Context: an optimization exercise on an open-source flow, tuned for small area, a short achievable clock period and few clock cycles per item. The choices shown serve that exercise and are no tape-out recipe.
Where RTL was checked, it was by simulation tests only, not by an equivalence proof against the original.
Power and IR drop assume default switching activity.

==> v2 <==
==> flow/design.v (excerpt) <==
module gpcf (
    input  wire        clk,
    input  wire        rst,
    input  wire [4:0]  cfg_size,
    input  wire        cfg_white_sets,
    input  wire        cfg_reject_b2_bit3,
    input  wire        in_valid,
    output wire        in_ready,
    input  wire [2:0]  in_op,
    input  wire [31:0] in_data,
    input  wire [2:0]  in_kind,
    input  wire        in_seq,
    input  wire        in_ack,
    input  wire        in_colour,
    input  wire [7:0]  in_x,
    input  wire [7:0]  in_y,
    output reg         o_valid,
    output reg  [3:0]  o_ev,
    output reg  [1:0]  o_abort,
    output reg  [1:0]  o_status,
    output wire [7:0]  o_byte,
    output wire [31:0] o_frame,
    output wire [2:0]  o_kind,
    output wire [9:0]  o_value,
    output wire        o_seq,
    output wire        o_ack,
    output wire        o_colour,
    output wire [7:0]  o_x,
    output wire [7:0]  o_y
);
clock: 17.0 ns
lec_check: 0
abc_area: 1
cap_margin: 20
core_margin: 2
core_utilization: 55
cts_buf_list: sky130_fd_sc_hd__clkbuf_8
cts_cluster_size: 24
slew_margin: 20
standard.sh (not shown) runs the stock make flow with config.mk's settings and CLKGATE_MAP_FILE= SYNTH_SCRIPT=/design/flow/synth_recipe.tcl, a recipe that flattens the netlist after the stock synthesis.
==> flow/flow/run.sh <==
#!/bin/bash
# Standard synthesis and layout (the standard.sh), with single-drive
# port buffers and timing repair aimed beyond the constraint's slack.
set -euo pipefail
export BUFFER_PORTS_ARGS="-buffer_cell sky130_fd_sc_hd__buf_1"
export SETUP_SLACK_MARGIN=12.7
bash standard.sh synth > synth.log 2>&1
bash standard.sh > layout.log 2>&1
==> v1: changes against v2 <==
--- a/flow/design.v
+++ b/flow/design.v
@@ -153,21 +153,21 @@
     always @(posedge clk) begin
         r1_valid <= in_valid && !rst;
         r1_op    <= in_op;
         r1_w     <= w1;
         r1_f     <= f1;
     end
     reg  [1:0] cnt;       
-    reg  [1:0] term;      
+    reg        term;      
     reg  [1:0] fb0;       
     reg  [6:0] fb1, fb2;
     wire [6:0] rb  = r1_w[6:0];
     wire       hi  = r1_f;                      
     wire       sof = !hi && (rb[6:2] == 5'd0);
-    wire       tn  = (term == 2'd0);
+    wire       tn  = !term;
     wire       rx  = (r1_op == OP_RX_BYTE);
     wire       fin = rx && tn && hi && (cnt == 2'd3);    
     reg [3:0] ev1;
     reg [1:0] ab2;
     always @(*) begin
         ev1 = EV_NONE;
         ab2 = 2'd0;
@@ -186,22 +186,22 @@
             OP_UNPACK:    ev1 = EV_UNPACK;
             default:      ev1 = EV_DECODE;
         endcase
     end
     always @(posedge clk) begin
         if (rst) begin
             cnt  <= 2'd0;
-            term <= 2'd0;
+            term <= 1'b0;
         end else if (r1_valid && tn) begin
             if (rx) begin
                 if (sof) cnt <= 2'd1;
                 else if (hi && cnt != 2'd0) cnt <= cnt + 2'd1;
             end else if (r1_op == OP_RX_END || r1_op == OP_KILL) begin
                 cnt  <= 2'd0;
-                term <= r1_op[1:0];
+                term <= 1'b1;
             end
         end
     end
     always @(posedge clk) begin
         if (r1_valid && tn && rx && sof)                   fb0 <= rb[1:0];
         if (r1_valid && tn && rx && hi && cnt == 2'd1)     fb1 <= rb;
         if (r1_valid && tn && rx && hi && cnt == 2'd2)     fb2 <= rb;
==> flow/flow/run.sh (replaced) <==
#!/bin/bash
# Standard synthesis and layout (the standard.sh), with single-drive
# port buffers and timing repair aimed beyond the constraint's slack.
set -euo pipefail
export BUFFER_PORTS_ARGS="-buffer_cell sky130_fd_sc_hd__buf_1"
export SETUP_SLACK_MARGIN=12.6
bash standard.sh synth > synth.log 2>&1
bash standard.sh > layout.log 2>&1
Settings changed: CAP_MARGIN 20 to 0, CORE_UTILIZATION 55 to 70, CTS_CLUSTER_SIZE 24 to default, SLEW_MARGIN 20 to 0.
==> v29: changes against v2 <==
--- a/flow/design.v
+++ b/flow/design.v
@@ -153,21 +153,21 @@
     always @(posedge clk) begin
         r1_valid <= in_valid && !rst;
         r1_op    <= in_op;
         r1_w     <= w1;
         r1_f     <= f1;
     end
     reg  [1:0] cnt;       
-    reg  [1:0] term;      
+    reg        term;      
     reg  [1:0] fb0;       
     reg  [6:0] fb1, fb2;
     wire [6:0] rb  = r1_w[6:0];
     wire       hi  = r1_f;                      
     wire       sof = !hi && (rb[6:2] == 5'd0);
-    wire       tn  = (term == 2'd0);
+    wire       tn  = !term;
     wire       rx  = (r1_op == OP_RX_BYTE);
     wire       fin = rx && tn && hi && (cnt == 2'd3);    
     reg [3:0] ev1;
     reg [1:0] ab2;
     always @(*) begin
         ev1 = EV_NONE;
         ab2 = 2'd0;
@@ -186,22 +186,22 @@
             OP_UNPACK:    ev1 = EV_UNPACK;
             default:      ev1 = EV_DECODE;
         endcase
     end
     always @(posedge clk) begin
         if (rst) begin
             cnt  <= 2'd0;
-            term <= 2'd0;
+            term <= 1'b0;
         end else if (r1_valid && tn) begin
             if (rx) begin
                 if (sof) cnt <= 2'd1;
                 else if (hi && cnt != 2'd0) cnt <= cnt + 2'd1;
             end else if (r1_op == OP_RX_END || r1_op == OP_KILL) begin
                 cnt  <= 2'd0;
-                term <= r1_op[1:0];
+                term <= 1'b1;
             end
         end
     end
     always @(posedge clk) begin
         if (r1_valid && tn && rx && sof)                   fb0 <= rb[1:0];
         if (r1_valid && tn && rx && hi && cnt == 2'd1)     fb1 <= rb;
         if (r1_valid && tn && rx && hi && cnt == 2'd2)     fb2 <= rb;
==> flow/flow/run.sh (replaced) <==
#!/bin/bash
# Standard synthesis (the standard.sh), its combinational logic re-mapped
# for area under a delay target (registers untouched, see remap.tcl), then
# the standard layout, with single-drive port buffers and timing repair
# aimed beyond the constraint's slack.  Each tool logs to its own file here.
set -euo pipefail
export BUFFER_PORTS_ARGS="-buffer_cell sky130_fd_sc_hd__buf_1"
export SETUP_SLACK_MARGIN=12.6
bash standard.sh synth > synth.log 2>&1
export RESULTS=$PWD/orfs/results/sky130hd/gpcf/base
export REMAP_DELAY_PS=${REMAP_DELAY_PS:-3800}
if "$FLOW_HOME/../tools/install/yosys/bin/yosys" -c flow/remap.tcl > remap.log 2>&1 \
   && [[ -s $RESULTS/1_2_yosys_remap.v ]]; then
  cp "$RESULTS/1_2_yosys_remap.v" "$RESULTS/1_2_yosys.v"
fi
bash standard.sh > layout.log 2>&1
==> flow/flow/remap.tcl (new file) <==
# Yosys: re-map the standard synthesis's combinational logic for area
# under a delay target.  Every register (and tie cell) stays the cell
# instance the standard synthesis made, under the same name.
yosys -import
set lib $::env(FLOW_HOME)/platforms/sky130hd/lib/sky130_fd_sc_hd__tt_025C_1v80.lib
set res $::env(RESULTS)

read_liberty -ignore_miss_func $lib
read_verilog $res/1_2_yosys.v
hierarchy -top gpcf
setattr -mod -set keep_hierarchy 1 sky130_fd_sc_hd__*df* sky130_fd_sc_hd__conb_*
flatten
opt_clean -purge
tee -o $res/remap_before.txt stat -liberty $lib

set d $::env(REMAP_DELAY_PS)
set script [open $res/remap.abc w]
puts $script "strash\ndch\nmap -D $d\ntopo\nstime -c\nbuffer -c\nupsize -c\ndnsize -c"
close $script
set constr [open $res/remap_abc.constr w]
puts $constr "set_driving_cell sky130_fd_sc_hd__buf_1"
puts $constr "set_load 5"
close $constr
abc -liberty $lib -dont_use *lpflow* -dont_use *probe* -constr $res/remap_abc.constr \
  -script $res/remap.abc -D $d
opt_clean -purge
splitnets
opt_clean -purge
hilomap -singleton -hicell sky130_fd_sc_hd__conb_1 HI -locell sky130_fd_sc_hd__conb_1 LO
insbuf -buf sky130_fd_sc_hd__buf_4 A X
opt_clean -purge
tee -o $res/remap_after.txt stat -liberty $lib
select gpcf
write_verilog -noattr -nohex -nodec -selected $res/1_2_yosys_remap.v
Settings changed: CORE_UTILIZATION 55 to 70, CTS_CLUSTER_SIZE 24 to default.
==> v25: changes against v2 <==
--- a/flow/design.v
+++ b/flow/design.v
@@ -152,185 +152,176 @@
     reg        r1_f;
     always @(posedge clk) begin
         r1_valid <= in_valid && !rst;
         r1_op    <= in_op;
         r1_w     <= w1;
         r1_f     <= f1;
     end
+    wire [8:0] up  = {r1_w[8:7], r1_w[6:0]};
+    wire [5:0] uz;                         
+    assign uz[0] = 1'b1;
+    genvar gj;
+    generate for (gj = 0; gj < 5; gj = gj + 1) begin : g_uz
+        assign uz[gj+1] = uz[gj] & ~up[gj];
+    end endgenerate
+    wire [3:2] ud     = up[3:2] ^ uz[3:2];          
+    wire       u_ovf;
+    gpcf_cmp #(5) u_co (.a({1'b0, up[8:5]}), .b(size_q), .z(uz[5]), .ge(u_ovf));
+    wire [4:2] uq;
+    wire [4:0] ur4, ur3, ur2;
+    gpcf_dstep0    u_s4 (.a(up[8:4]),        .s(size_q), .z(uz[4]), .c(uq[4]), .r(ur4));
+    gpcf_dstep #(6) u_s3 (.a({ur4, ud[3]}),  .s(size_q), .c(uq[3]), .r(ur3));
+    gpcf_dstep #(6) u_s2 (.a({ur3, ud[2]}),  .s(size_q), .c(uq[2]), .r(ur2));
+    reg [22:0] w2;
+    always @(*) begin
+        w2 = r1_w;
+        if (r1_op == OP_UNPACK) begin
+            w2[18:14] = ur2;
+            w2[13:10] = {u_ovf, uq};
+        end
+    end
+    reg        r2_valid;
+    reg [2:0]  r2_op;
+    reg [22:0] r2_w;
+    reg        r2_f;
+    always @(posedge clk) begin
+        r2_valid <= r1_valid && !rst;
+        r2_op    <= r1_op;
+        r2_w     <= w2;
+        r2_f     <= r1_f;
+    end
     reg  [1:0] cnt;       
-    reg  [1:0] term;      
+    reg        term;      
     reg  [1:0] fb0;       
     reg  [6:0] fb1, fb2;
-    wire [6:0] rb  = r1_w[6:0];
-    wire       hi  = r1_f;                      
+    wire [6:0] rb  = r2_w[6:0];
+    wire       hi  = r2_f;                      
     wire       sof = !hi && (rb[6:2] == 5'd0);
-    wire       tn  = (term == 2'd0);
-    wire       rx  = (r1_op == OP_RX_BYTE);
-    wire       fin = rx && tn && hi && (cnt == 2'd3);    
+    wire       tn  = !term;
+    wire       rx  = (r2_op == OP_RX_BYTE);
     reg [3:0] ev1;
-    reg [1:0] ab2;
+    reg [1:0] ab3;
     always @(*) begin
         ev1 = EV_NONE;
-        ab2 = 2'd0;
-        case (r1_op)
+        ab3 = 2'd0;
+        case (r2_op)
             OP_RX_BYTE:
                 if (!tn)              ev1 = EV_REFUSED;
-                else if (sof)         ab2 = cnt;
+                else if (sof)         ab3 = cnt;
                 else if (!hi)         ev1 = EV_TALK;
                 else if (cnt == 2'd0) ev1 = EV_NOISE;
                 else if (cnt == 2'd3) ev1 = EV_PACKET;
-            OP_RX_END: if (tn) begin ev1 = EV_TERMINATED; ab2 = cnt; end
-            OP_KILL:   if (tn) begin ev1 = EV_TERM_KILL;  ab2 = cnt; end
+            OP_RX_END: if (tn) begin ev1 = EV_TERMINATED; ab3 = cnt; end
+            OP_KILL:   if (tn) begin ev1 = EV_TERM_KILL;  ab3 = cnt; end
             OP_TX_PACKET: ev1 = tn ? EV_WIRE_PKT  : EV_TX_BROKEN;
             OP_TX_TALK:   ev1 = tn ? EV_WIRE_TALK : EV_TX_BROKEN;
             OP_PACK:      ev1 = EV_PACK;
             OP_UNPACK:    ev1 = EV_UNPACK;
             default:      ev1 = EV_DECODE;
         endcase
     end
     always @(posedge clk) begin
         if (rst) begin
             cnt  <= 2'd0;
-            term <= 2'd0;
-        end else if (r1_valid && tn) begin
+            term <= 1'b0;
+        end else if (r2_valid && tn) begin
             if (rx) begin
                 if (sof) cnt <= 2'd1;
                 else if (hi && cnt != 2'd0) cnt <= cnt + 2'd1;
-            end else if (r1_op == OP_RX_END || r1_op == OP_KILL) begin
+            end else if (r2_op == OP_RX_END || r2_op == OP_KILL) begin
                 cnt  <= 2'd0;
-                term <= r1_op[1:0];
+                term <= 1'b1;
             end
         end
     end
     always @(posedge clk) begin
-        if (r1_valid && tn && rx && sof)                   fb0 <= rb[1:0];
-        if (r1_valid && tn && rx && hi && cnt == 2'd1)     fb1 <= rb;
-        if (r1_valid && tn && rx && hi && cnt == 2'd2)     fb2 <= rb;
-    end
-    wire [1:0] b0 = rx ? fb0 : r1_w[22:21];
-    wire [6:0] b1 = rx ? fb1 : r1_w[20:14];
-    wire [6:0] b2 = rx ? fb2 : r1_w[13:7];
-    wire [6:0] b3 = r1_w[6:0];
-    wire       sf = !rx && r1_f;                
+        if (r2_valid && tn && rx && sof)                   fb0 <= rb[1:0];
+        if (r2_valid && tn && rx && hi && cnt == 2'd1)     fb1 <= rb;
+        if (r2_valid && tn && rx && hi && cnt == 2'd2)     fb2 <= rb;
+    end
+    wire [1:0] b0 = rx ? fb0 : r2_w[22:21];
+    wire [6:0] b1 = rx ? fb1 : r2_w[20:14];
+    wire [6:0] b2 = rx ? fb2 : r2_w[13:7];
+    wire [6:0] b3 = r2_w[6:0];
+    wire       sf = !rx && r2_f;                
     wire [6:0] sum;
     gpcf_csum u_csum (.b0(b0), .b2(b2), .b3(b3), .sum(sum));
     wire [1:0] dstat = sf                     ? 2'd1 :
                        (reject_q && b2[3])    ? 2'd2 :
                        (sum != b1)            ? 2'd3 : 2'd0;
-    wire [4:0] px = r1_w[20:16];
-    wire [4:0] py = r1_w[13:9];
-    wire       p_cbit = r1_w[22];
-    wire       p_pass = r1_w[21];
+    wire [4:0] px = r2_w[20:16];
+    wire [4:0] py = r2_w[13:9];
+    wire       p_cbit = r2_w[22];
+    wire       p_pass = r2_w[21];
     wire       px_ge, py_ge;
     gpcf_cmp #(5) u_cx (.a(px), .b(size_q), .z(1'b0), .ge(px_ge));
     gpcf_cmp #(5) u_cy (.a(py), .b(size_q), .z(1'b0), .ge(py_ge));
-    wire       p_in   = !r1_f && !px_ge && !py_ge;
+    wire       p_in   = !r2_f && !px_ge && !py_ge;
     wire [1:0] p_stat = !size_ok ? 2'd1 : (p_pass || p_in) ? 2'd0 : 2'd2;
     wire [8:0] p_pos  = py * size_q + px + 9'd1;
     wire [9:0] p_val  = {p_cbit, p_pass ? 9'd0 : p_pos};
-    wire [8:0] up  = {r1_w[8:7], r1_w[6:0]};
-    wire [5:0] uz;                         
-    assign uz[0] = 1'b1;
-    genvar gj;
-    generate for (gj = 0; gj < 5; gj = gj + 1) begin : g_uz
-        assign uz[gj+1] = uz[gj] & ~up[gj];
-    end endgenerate
-    wire       u_zero = uz[5] && (up[8:5] == 4'd0);
-    wire       u_col  = r1_w[9] ~^ white_sets_q;
-    wire [3:0] ud     = up[3:0] ^ uz[3:0];          
-    wire       u_ovf;                               
-    gpcf_cmp #(5) u_co (.a({1'b0, up[8:5]}), .b(size_q), .z(uz[5]), .ge(u_ovf));
-    wire [4:0] uq;
-    wire [4:0] ur4, ur3, ur2;
-    gpcf_dstep0    u_s4 (.a(up[8:4]),        .s(size_q), .z(uz[4]), .c(uq[4]), .r(ur4));
-    gpcf_dstep #(6) u_s3 (.a({ur4, ud[3]}),  .s(size_q), .c(uq[3]), .r(ur3));
-    gpcf_dstep #(6) u_s2 (.a({ur3, ud[2]}),  .s(size_q), .c(uq[2]), .r(ur2));
-    reg [3:0]  ev2;
-    reg [1:0]  st2;
-    reg [22:0] w2;
-    reg        hi2;
-    always @(*) begin
-        ev2 = ev1;
-        st2 = 2'd0;
-        w2  = {b0, b1, b2, b3};
-        hi2 = !(ev1 == EV_TALK || ev1 == EV_WIRE_TALK);
-        case (ev1)
-            EV_PACKET: begin
-                ev2 = (dstat == 2'd0) ? EV_PACKET : EV_FRAME_DROP;
-                st2 = dstat;
-            end
-            EV_TERMINATED: st2 = 2'd1;
-            EV_TERM_KILL: begin
-                ev2 = EV_TERMINATED;
-                st2 = 2'd2;
-            end
-            EV_WIRE_PKT: w2[20:14] = sum;
-            EV_WIRE_TALK: if (r1_f) w2[6:0] = 7'h3F;
-            EV_DECODE: st2 = dstat;
-            EV_PACK: begin
-                st2 = p_stat;
-                {w2[9:7], w2[6:0]} = p_val;
-            end
-            EV_UNPACK: begin
-                w2[22:21] = ud[1:0];
-                w2[19:14] = {u_col, ur2};
-                w2[11:7]  = {u_ovf, u_zero, uq[4:2]};
-            end
-            default: ;
-        endcase
-    end
-    reg        r2_valid;
-    reg [3:0]  r2_ev;
-    reg [1:0]  r2_ab;
-    reg [1:0]  r2_st;
-    reg [22:0] r2_w;
-    reg        r2_hi;
-    always @(posedge clk) begin
-        r2_valid <= r1_valid && !rst;
-        r2_ev    <= ev2;
-        r2_ab    <= ab2;
-        r2_st    <= st2;
-        r2_w     <= w2;
-        r2_hi    <= hi2;
-    end
+    wire [9:0] v_p    = r2_w[9:0];
+    wire [1:0] v_d    = {v_p[1] ^ ~v_p[0], ~v_p[0]};    
+    wire       v_zero = (v_p[8:0] == 9'd0);
+    wire       v_col  = v_p[9] ~^ white_sets_q;
+    wire       v_ovf  = r2_w[13];
     wire [4:0] v_r2   = r2_w[18:14];
-    wire [1:0] v_d    = r2_w[22:21];
-    wire       v_zero = r2_w[10];
-    wire       v_ovf  = r2_w[11];
     wire [4:0] vq;
     wire [4:0] vr1, vr0;
-    assign vq[4:2] = r2_w[9:7];
+    assign vq[4:2] = r2_w[12:10];
     gpcf_dstep #(6) u_s1 (.a({v_r2, v_d[1]}), .s(size_q), .c(vq[1]), .r(vr1));
     gpcf_dstep #(6) u_s0 (.a({vr1, v_d[0]}),  .s(size_q), .c(vq[0]), .r(vr0));
     wire       vq_ge;
     gpcf_cmp #(5) u_cq (.a(vq), .b(size_q), .z(1'b0), .ge(vq_ge));
     wire [1:0] v_stat = !size_ok ? 2'd1 : v_zero ? 2'd0 : (v_ovf || vq_ge) ? 2'd2 : 2'd0;
+    reg [3:0]  ev3;
     reg [1:0]  st3;
     reg [22:0] w3;
     reg        neg3;
     always @(*) begin
-        st3  = r2_st;
-        w3   = r2_w;
+        ev3  = ev1;
+        st3  = 2'd0;
+        w3   = {b0, b1, b2, b3};
         neg3 = 1'b0;
-        if (r2_ev == EV_UNPACK) begin
-            st3       = v_stat;
-            neg3      = v_zero;
-            w3[18:14] = v_zero ? 5'h1F : vr0;
-            w3[4:0]   = v_zero ? 5'h1F : vq;
-        end
+        case (ev1)
+            EV_PACKET: begin
+                ev3 = (dstat == 2'd0) ? EV_PACKET : EV_FRAME_DROP;
+                st3 = dstat;
+            end
+            EV_TERMINATED: st3 = 2'd1;
+            EV_TERM_KILL: begin
+                ev3 = EV_TERMINATED;
+                st3 = 2'd2;
+            end
+            EV_WIRE_PKT: w3[20:14] = sum;
+            EV_WIRE_TALK: if (r2_f) w3[6:0] = 7'h3F;
+            EV_DECODE: st3 = dstat;
+            EV_PACK: begin
+                st3 = p_stat;
+                {w3[9:7], w3[6:0]} = p_val;
+            end
+            EV_UNPACK: begin
+                st3       = v_stat;
+                neg3      = v_zero;
+                w3[19]    = v_col;
+                w3[18:14] = v_zero ? 5'h1F : vr0;
+                w3[4:0]   = v_zero ? 5'h1F : vq;
+            end
+            default: ;
+        endcase
     end
     reg [22:0] ow;
     reg        ohi, oneg;
     always @(posedge clk) begin
         o_valid  <= r2_valid && !rst;
-        o_ev     <= r2_ev;
-        o_abort  <= r2_ab;
+        o_ev     <= ev3;
+        o_abort  <= ab3;
         o_status <= st3;
         ow       <= w3;
-        ohi      <= r2_hi;
+        ohi      <= !(ev1 == EV_TALK || ev1 == EV_WIRE_TALK);
         oneg     <= neg3;
     end
     wire [1:0] of0 = ow[22:21];
     wire [6:0] of1 = ow[20:14];
     wire [6:0] of2 = ow[13:7];
     wire [6:0] of3 = ow[6:0];
     assign o_frame  = {{6{oneg}}, of0, ohi, of1, ohi, of2, ohi, of3};
==> flow/flow/run.sh (replaced) <==
#!/bin/bash
# Standard synthesis and layout (the standard.sh), with single-drive
# port buffers and timing repair aimed beyond the constraint's slack.
set -euo pipefail
export BUFFER_PORTS_ARGS="-buffer_cell sky130_fd_sc_hd__buf_1"
export SETUP_SLACK_MARGIN=12.6
export CTS_ARGS="-sink_clustering_enable -repair_clock_nets -buf_list sky130_fd_sc_hd__clkbuf_4 -root_buf sky130_fd_sc_hd__clkbuf_16"
bash standard.sh synth > synth.log 2>&1
bash standard.sh > layout.log 2>&1
Settings changed: CORE_UTILIZATION 55 to 70, CTS_CLUSTER_SIZE 24 to default.
==> summary of the runs <==
- Critical path depth is the same in v2 and v1.
- Against v29, the hold slack of v25 is better by 0.0093 ns.
- The highest area after synthesis belongs to v2, the lowest to v29.
- Global-route usage: v2 < v29 < v25 < v1.
- Clock skew: v2 < v1 < v25 < v29.
- Clock power: v2 > v29 > v1 > v25.
- The lowest total power belongs to v25, the highest to v2.
- In v2 the via count is larger than in v25, by 2.1%.
- Against v1, the flip-flop and latch count of v25 is lower by 5.
- In v1 the clock-buffer cell count is lower than in v2, by 1.
Testbench counts of v1, summed over its fixed seeds: cycles 32,016, items 32,000.
Testbench counts of v29, summed over its fixed seeds: cycles 32,016, items 32,000.
The RTL of v2 and v25 was laid out without a check of its function.

==> afterwards: timing with drivers on the ports <==
The results above use ideal ports. As a check the final layouts listed here were re-extracted and re-timed, cells and wires unchanged. Step 1 sets driving cells, clkbuf_16 on the clock port and buf_2 on the other inputs (assumed; they add their load-dependent delay and slew). Step 2 adds t to the input delays and takes it off the output delays; t is the mean of the earliest and latest rising clock arrival at the registers after step 1. Input paths then give back, and output paths get back, about the clock's delay inside the block. Three values: no drivers, after step 1, after step 2; two values: the first two.
run | t, ns | setup slack, ns | hold slack, ns
v2 | 0.471 | 12.638 / 12.600 / 12.366 | 0.325 / 0.325 / 0.325
v1 | 0.474 | 12.632 / 12.595 / 12.348 | 0.328 / 0.328 / 0.328
v29 | 0.468 | 12.613 / 12.585 / 12.245 | 0.330 / 0.330 / 0.330
v25 | 0.404 | 12.661 / 12.627 / 12.393 | 0.339 / 0.339 / 0.339
After both steps setup and hold are still met in every run listed. The setup slack of v29, which loses most, moves by -0.028 ns with the drivers and by -0.368 ns with both steps.
